This design comes from an exercise in tuning for small area and a short achievable clock period on the open sky130 flow, not from production work.
In this exercise RTL edits were held to simulation tests only and were not proved equivalent to the original.
Power is estimated from default activity; no workload was simulated.

Design cps_core, start of the top module:
module cps_core #(
    parameter PA_W  = 6,
    parameter CNT_W = 32
) (
    input  wire             clk,
    input  wire             rst,
    input  wire             bp_rst,
    input  wire             cfg_fwd_en,
    input  wire             cfg_bp_en,
    input  wire [2:0]       cfg_bp_kind,
    input  wire [PA_W:0]    cfg_prog_len,
    output wire [PA_W-1:0]  rom_addr,
    output wire             rom_en,
    input  wire [63:0]      rom_data,
    output wire             running,
    output wire             halted,
    output wire [CNT_W-1:0] m_cycles,
    output wire [CNT_W-1:0] m_retired,
    output wire [CNT_W-1:0] m_raw_stalls,
    output wire [CNT_W-1:0] m_control_stalls,
    output wire [CNT_W-1:0] m_bp_predictions,
    output wire [CNT_W-1:0] m_bp_mispredictions,
    output wire [CNT_W-1:0] bp_calls,
    output wire [CNT_W-1:0] t_calls1,
    output wire [CNT_W-1:0] t_calls2,
    output wire             rec_valid,
    output wire [20:0]      rec_if,
    output wire [20:0]      rec_id,
    output wire [20:0]      rec_ex,
    output wire [20:0]      rec_mem,
    output wire [20:0]      rec_wb,
    output wire             hz_stall,
    output wire [1:0]       fwd_sel1,
    output wire [1:0]       fwd_sel2
);
export LEC_CHECK = 0
export CAP_MARGIN = 20
export CORE_MARGIN = 2
export CORE_UTILIZATION = 60
export CTS_CLUSTER_DIAMETER = 80
export CTS_CLUSTER_SIZE = 24
export SLEW_MARGIN = 20
create_clock -name core_clock -period 9.0 [get_ports {clk}]
standard.sh (not shown) runs the stock make flow with config.mk's settings and CLKGATE_MAP_FILE= SYNTH_SCRIPT=/design/flow/synth_recipe.tcl, a recipe that flattens the netlist after the stock synthesis.
==> flow/flow/run.sh <==
#!/bin/bash
set -o pipefail
export BUFFER_PORTS_ARGS="-buffer_cell sky130_fd_sc_hd__buf_1"
bash standard.sh SETUP_SLACK_MARGIN=6.5 finish > standard.log 2>&1
The starting point did not get past global routing (5_1_grt) on GRT-0232.
Change:
==> flow/flow/run.sh (replaced) <==
#!/bin/bash
set -o pipefail
export BUFFER_PORTS_ARGS="-buffer_cell sky130_fd_sc_hd__buf_1"
bash standard.sh SETUP_SLACK_MARGIN=5.4 finish > standard.log 2>&1
The new run went through all stages and came out clean.
Area after synthesis stays the same.
Synthesized cell count does not change.
Change:
==> flow/flow/run.sh (replaced) <==
#!/bin/bash
set -o pipefail
export BUFFER_PORTS_ARGS="-buffer_cell sky130_fd_sc_hd__buf_1"
bash standard.sh SETUP_SLACK_MARGIN=5.2 finish > standard.log 2>&1
What happened: Final cell count hardly moves; final area stays flat; setup slack is worse by 0.16 ns; combinational power went down slightly; flip-flop and latch count does not change; sequential power stays flat; via count stays flat; global-route usage went down by 0.54 points; critical path depth went down by 2.
Change:
==> flow/flow/run.sh (replaced) <==
#!/bin/bash
set -o pipefail
export BUFFER_PORTS_ARGS="-buffer_cell sky130_fd_sc_hd__buf_1"
bash standard.sh SETUP_SLACK_MARGIN=5.6 finish > standard.log 2>&1
What happened: The changed run finished clean. Design area climbs by 2.1%. Sequential share of layout area went down by 0.91 points. Worst setup slack gets better by 0.37 ns.

========
cps_core, a different RTL version from the one above (not shown whole).
Size: roughly 820 flip-flops, about 490 I/O pins.
export LEC_CHECK = 0
export CAP_MARGIN = 20
export CORE_MARGIN = 2
export CORE_UTILIZATION = 60
export CTS_CLUSTER_DIAMETER = 80
export CTS_CLUSTER_SIZE = 24
export SLEW_MARGIN = 20
export SYNTH_HIERARCHICAL = 1
create_clock -name core_clock -period 9.0 [get_ports {clk}]
==> flow/flow/run.sh <==
#!/bin/bash
set -o pipefail
export BUFFER_PORTS_ARGS="-buffer_cell sky130_fd_sc_hd__buf_1"
bash standard.sh SETUP_SLACK_MARGIN=6 finish > standard.log 2>&1
The first run finished with timing, DRC and antenna clean.
Rerun with:
--- a/flow/config.mk
+++ b/flow/config.mk
@@ -13,2 +13 @@
 export SLEW_MARGIN = 20
-export SYNTH_HIERARCHICAL = 1
Outcome: The new run completed with no timing, DRC or antenna violations. Non-clock buffer count is higher by 10. Wire length is higher by a few percent. Setup slack is worse by 26 ps.

==> port drivers added, routing unchanged <==
The flow's constraints put no driver on any port. The routed layouts listed below were extracted and timed again, unchanged, in two steps. Step 1 (the two cells are an assumption about what drives the block):
set clk [get_ports {clk}]
set_driving_cell -lib_cell sky130_fd_sc_hd__clkbuf_16 $clk
set_driving_cell -lib_cell sky130_fd_sc_hd__buf_2 [delete_from_list [all_inputs] $clk]
Step 2 also shifts input and output timing later by t, the mid clock arrival at the registers, as if the neighbouring blocks saw the same clock. Slacks: no drivers / after step 1 / after step 2; pairs: no drivers / after step 1.
| run | shift t [ns] | setup WS [ns] | worst register clock-pin slew, ns |
|---|---|---|---|
| the second run of note 1 | 0.680 | 5.374 / 5.374 / 4.853 | 0.10 / 0.10 |
| the third run of note 1 | 0.678 | 5.214 / 5.214 / 4.689 | 0.10 / 0.10 |
| the fourth run of note 1 | 0.673 | 5.580 / 5.587 / 4.914 | 0.10 / 0.10 |
| the first run of note 2 | 0.663 | 5.612 / 5.612 / 4.997 | 0.10 / 0.10 |
| the second run of note 2 | 0.685 | 5.586 / 5.563 / 4.877 | 0.10 / 0.10 |
After both steps every run listed still meets setup and hold. For the second run of note 2, which loses most, drivers alone change the setup slack by -0.023 ns; drivers and shift together by -0.709 ns.
